What follows belongs to an exercise in optimizing a design on an open flow for small area, a short achievable clock period and few clock cycles; a production flow would make more cautious choices.
Only simulation tests tie the RTL to the original design; equivalence was not proved.
No activity file was given, so power comes from the tool's default toggle rates.

// mmrc_mix
module mmrc_mix (
    input  wire        clk,
    input  wire        rst,           
    input  wire        cmd_valid,
    output wire        cmd_ready,
    input  wire [31:0] cmd_word,
    output wire        resp_valid,
    output wire [31:0] resp_word
);
    localparam [4:0] OP_NOP       = 5'h00;
    localparam [4:0] OP_ERR_READ  = 5'h06;
    localparam [4:0] OP_ERR_CLEAR = 5'h07;
    localparam [4:0] OP_CFG_WRITE = 5'h0C;
    localparam [4:0] OP_CFG_READ  = 5'h0D;
    localparam [4:0] OP_MIX_RATE  = 5'h18;
    localparam [4:0] OP_MIX_LEVEL = 5'h19;
    localparam [4:0] OP_MIX_COMB  = 5'h1A;
    localparam [4:0] OP_MIX_READ  = 5'h1B;
    function is_lfo(input [2:0] m);
        is_lfo = (m == 3'd3) | (m == 3'd4) | (m == 3'd6);
    endfunction
    function is_act(input [2:0] m);
        is_act = (m != 3'd0) & (m != 3'd7);
    endfunction
    function [1:0] kind_code(input [2:0] m);
        kind_code = {is_lfo(m), is_act(m) & ~is_lfo(m)};
    endfunction
    function [15:0] clamp15(input [18:0] x);
        clamp15 = x[18] ? 16'd0 : (x[17:15] != 3'd0) ? 16'h7FFF : {1'b0, x[14:0]};
    endfunction
    function [15:0] clamp16(input [18:0] x);
        clamp16 = x[18] ? 16'd0 : (x[17:16] != 2'd0) ? 16'hFFFF : x[15:0];
  ...
Size in the first run: ~750 flip-flops, about 69 I/O pins, roughly 51,000 µm² of cells after synthesis.
Settings: LEC_CHECK=0, ABC_AREA=1, CAP_MARGIN=20, CORE_MARGIN=2, CORE_UTILIZATION=58, PLACE_DENSITY=0.7, SLEW_MARGIN=20; clock period 16.0 ns.
standard.sh (not shown) runs the stock make flow with config.mk's settings and CLKGATE_MAP_FILE= SYNTH_SCRIPT=/design/flow/synth_recipe.tcl, a recipe that flattens the netlist after the stock synthesis.
==> flow/flow/run.sh <==
#!/bin/bash
# The standard layout (standard synthesis, floorplan, placement, CTS, routing),
# run by the standard.sh. The floorplan step's timing repair (gate sizing,
# buffer removal, pin swaps on the synthesised netlist) is asked to leave a
# setup margin of 10.5 ns, and the repair after CTS and global routing a margin
# of 8.5 ns, so the netlist is sized for a shorter achieved period than the
# clock's. The clock period and the constraints are the design's. Each
# standard.sh call's output is in its own log; ORFS keeps each step's log
# under orfs/logs.
set -euo pipefail
bash standard.sh SETUP_SLACK_MARGIN=10.5 synth floorplan > standard_floorplan.log 2>&1
bash standard.sh SETUP_SLACK_MARGIN=8.5 finish > standard.log 2>&1
The first run passed the timing, design-rule and antenna checks.
Testbench counts at the start, summed over its fixed seeds: cycles 18,407.
Rerun with:
==> flow/flow/run.sh (replaced) <==
#!/bin/bash
# The standard layout (standard synthesis, floorplan, placement, CTS, routing),
# run by the standard.sh. The floorplan step's timing repair (gate sizing,
# buffer removal, pin swaps on the synthesised netlist) is asked to leave a
# setup margin of 11.5 ns, and the repair after CTS and global routing a margin
# of 9.0 ns, so the netlist is sized for a shorter achieved period than the
# clock's. The clock period and the constraints are the design's. Each
# standard.sh call's output is in its own log; ORFS keeps each step's log
# under orfs/logs.
set -euo pipefail
bash standard.sh SETUP_SLACK_MARGIN=11.5 synth floorplan > standard_floorplan.log 2>&1
bash standard.sh SETUP_SLACK_MARGIN=9.0 finish > standard.log 2>&1
Result: The new run completed without violations. Combinational power increases by 10%. Maximum frequency went up by 4.6%. Final cell count came out higher by 0.37%. Synthesized area stays the same.
Rerun with:
--- a/flow/flow/run.sh
+++ b/flow/flow/run.sh
@@ -4,3 +4,3 @@
 # buffer removal, pin swaps on the synthesised netlist) is asked to leave a
-# setup margin of 11.5 ns, and the repair after CTS and global routing a margin
+# setup margin of 10.5 ns, and the repair after CTS and global routing a margin
 # of 9.0 ns, so the netlist is sized for a shorter achieved period than the
@@ -10,3 +10,3 @@
 set -euo pipefail
-bash standard.sh SETUP_SLACK_MARGIN=11.5 synth floorplan > standard_floorplan.log 2>&1
+bash standard.sh SETUP_SLACK_MARGIN=10.5 synth floorplan > standard_floorplan.log 2>&1
 bash standard.sh SETUP_SLACK_MARGIN=9.0 finish > standard.log 2>&1
--- a/flow/config.mk
+++ b/flow/config.mk
@@ -13 +13,2 @@
 export SLEW_MARGIN = 20
+export TNS_END_PERCENT = 0
After rerunning: The changed run finished clean. Area after synthesis is unchanged. Power decreases slightly. Clock skew increases by 0.015 ns. Combinational power fell by a little under a tenth. Design area fell by a few percent. First-iteration DRC count drops by a few percent. Die area is unchanged. Worst setup slack gets worse by 0.12 ns.
Rerun with:
--- a/flow/config.mk
+++ b/flow/config.mk
@@ -10,4 +10,4 @@
 export CORE_MARGIN = 2
-export CORE_UTILIZATION = 58
-export PLACE_DENSITY = 0.7
+export CORE_UTILIZATION = 64
+export PLACE_DENSITY = 0.75
 export SLEW_MARGIN = 20
- final cell count went down by 1.7%
- sequential power hardly moves
- core utilization grows by 6.9 points
- critical path depth decreases by 1
- wire length fell by 1.4%
- power shrinks by 1.5%
- worst setup slack degrades by 0.026 ns
- design area shrinks by 0.43%
Rerun with:
--- a/flow/flow/run.sh
+++ b/flow/flow/run.sh
@@ -5,3 +5,3 @@
 # setup margin of 10.5 ns, and the repair after CTS and global routing a margin
-# of 9.0 ns, so the netlist is sized for a shorter achieved period than the
+# of 10.0 ns, so the netlist is sized for a shorter achieved period than the
 # clock's. The clock period and the constraints are the design's. Each
@@ -11,2 +11,2 @@
 bash standard.sh SETUP_SLACK_MARGIN=10.5 synth floorplan > standard_floorplan.log 2>&1
-bash standard.sh SETUP_SLACK_MARGIN=9.0 finish > standard.log 2>&1
+bash standard.sh SETUP_SLACK_MARGIN=10.0 finish > standard.log 2>&1
--- a/flow/config.mk
+++ b/flow/config.mk
@@ -10,4 +10,4 @@
 export CORE_MARGIN = 2
-export CORE_UTILIZATION = 64
-export PLACE_DENSITY = 0.75
+export CORE_UTILIZATION = 58
+export PLACE_DENSITY = 0.7
 export SLEW_MARGIN = 20
Result:
- The changed run completed with no timing, DRC or antenna violations
- routed wire length increases by about 1.4%
- maximum frequency climbs by 1.7%
- total power went up by about 1.8%
- utilization decreases by 6.7 points
- cell area is higher by 0.77%
- critical path depth climbs by 9
Rerun with:
--- a/flow/flow/run.sh
+++ b/flow/flow/run.sh
@@ -5,3 +5,3 @@
 # setup margin of 10.5 ns, and the repair after CTS and global routing a margin
-# of 10.0 ns, so the netlist is sized for a shorter achieved period than the
+# of 9.0 ns, so the netlist is sized for a shorter achieved period than the
 # clock's. The clock period and the constraints are the design's. Each
@@ -11,2 +11,2 @@
 bash standard.sh SETUP_SLACK_MARGIN=10.5 synth floorplan > standard_floorplan.log 2>&1
-bash standard.sh SETUP_SLACK_MARGIN=10.0 finish > standard.log 2>&1
+bash standard.sh SETUP_SLACK_MARGIN=9.0 finish > standard.log 2>&1
--- a/flow/config.mk
+++ b/flow/config.mk
@@ -13,2 +13 @@
 export SLEW_MARGIN = 20
-export TNS_END_PERCENT = 0
The changed run finished clean.
Cell area grows by 1.3%.
Count of clock-buffer cells in the layout grows by 7.
Worst setup slack gets better by 0.010 ns.
Total power grows by 0.74%.
Register-to-register slack gets better by 0.26 ns.

---

mmrc_mix again, from the RTL that the note above started with.
==> flow/config.mk <==
export PLATFORM = sky130hd
export DESIGN_NAME = mmrc_mix
export DESIGN_NICKNAME = mmrc_mix
export VERILOG_FILES = /design/flow/design.v
export SDC_FILE = /design/flow/constraint.sdc
export NUM_CORES = 4
export LEC_CHECK = 0
export ABC_AREA = 1
export CAP_MARGIN = 20
export CORE_MARGIN = 2
export CORE_UTILIZATION = 58
export PLACE_DENSITY = 0.7
export SLEW_MARGIN = 20
export TNS_END_PERCENT = 20
==> flow/constraint.sdc <==
create_clock -name core_clock -period 16.0 [get_ports {clk}]
set_input_delay 3.2000 -clock core_clock [delete_from_list [all_inputs] [get_ports {clk}]]
set_output_delay 3.2000 -clock core_clock [all_outputs]
set_load 0.01 [all_outputs]
==> flow/flow/run.sh <==
#!/bin/bash
# The standard layout (standard synthesis, floorplan, placement, CTS, routing),
# run by the standard.sh. The floorplan step's timing repair (gate sizing,
# buffer removal, pin swaps on the synthesised netlist) is asked to leave a
# setup margin of 10.5 ns, and the repair after CTS and global routing a margin
# of 9.0 ns, so the netlist is sized for a shorter achieved period than the
# clock's. The clock period and the constraints are the design's. Each
# standard.sh call's output is in its own log; ORFS keeps each step's log
# under orfs/logs.
set -euo pipefail
bash standard.sh SETUP_SLACK_MARGIN=10.5 synth floorplan > standard_floorplan.log 2>&1
bash standard.sh SETUP_SLACK_MARGIN=9.0 finish > standard.log 2>&1
The baseline went through all stages and came out clean.
Testbench counts at the start, summed over its fixed seeds: cycles 18,407.
Rerun with:
==> flow/flow/run.sh (replaced) <==
#!/bin/bash
# The standard layout (standard synthesis, floorplan, placement, CTS, routing),
# run by the standard.sh. The floorplan step's timing repair (gate sizing,
# buffer removal, pin swaps on the synthesised netlist) is asked to leave a
# setup margin of 10.5 ns, and the repair after CTS and global routing a margin
# of 9.5 ns, so the netlist is sized for a shorter achieved period than the
# clock's. The clock period and the constraints are the design's. Each
# standard.sh call's output is in its own log; ORFS keeps each step's log
# under orfs/logs.
set -euo pipefail
bash standard.sh SETUP_SLACK_MARGIN=10.5 synth floorplan > standard_floorplan.log 2>&1
bash standard.sh SETUP_SLACK_MARGIN=9.5 finish > standard.log 2>&1
TNS_END_PERCENT = unset   (was 20)
What happened: Final area went up by 7.2%. Setup slack gains 310 ps. Sequential power barely changes.
Rerun with:
TNS_END_PERCENT = 0   (was unset)
Wire length came out lower by 2.9%.
Clock-buffer cell count came out lower by 7.
Cell area came out lower by 7.0%.
Total power came out lower by 2.6%.
Sequential power stays flat.
Non-clock buffer count came out lower by 279.
Core utilization came out lower by 4.9 points.
Register-to-register slack gets worse by 610 ps.
Synthesized area is unchanged.
Worst setup slack gets worse by 160 ps.

-- afterwards: timing with drivers on the ports --
In the flow no input, the clock included, has a driving cell. The finished layouts below were timed again as built, in two steps. Step 1 assumes that a clkbuf_16 drives the clock port and a buf_2 every other input. Step 2 moves the port delays by t, midway between the first and last clock arrival at a register: inputs arrive t later, outputs are due t later. That takes back most of the time a late clock gives input paths. Three values: ideal, step 1, step 2; two values: the first two.
run | shift t [ns] | setup slack, ns | worst hold slack (ns) | worst setup path after step 2
the first run of note 1 | 0.738 | 8.479 / 8.404 / 8.078 | 0.449 / 0.449 / 0.449 | input to register
the second run of note 1 | 0.725 | 8.806 / 8.734 / 8.349 | 0.450 / 0.450 / 0.450 | input to register
the third run of note 1 | 0.734 | 8.688 / 8.614 / 8.260 | 0.443 / 0.443 / 0.443 | input to register
the fourth run of note 1 | 0.717 | 8.662 / 8.592 / 8.212 | 0.446 / 0.446 / 0.446 | input to register
the fifth run of note 1 | 0.736 | 8.785 / 8.707 / 8.202 | 0.443 / 0.443 / 0.443 | input to register
the sixth run of note 1 | 0.739 | 8.795 / 8.721 / 8.435 | 0.454 / 0.454 / 0.454 | input to register
the first run of note 2 | 0.718 | 8.637 / 8.569 / 8.176 | 0.446 / 0.446 / 0.446 | input to register
the second run of note 2 | 0.739 | 8.943 / 8.867 / 8.928 | 0.449 / 0.449 / 0.449 | input to register
the third run of note 2 | 0.736 | 8.785 / 8.707 / 8.202 | 0.443 / 0.443 / 0.443 | input to register
After both steps every run listed still meets setup and hold.
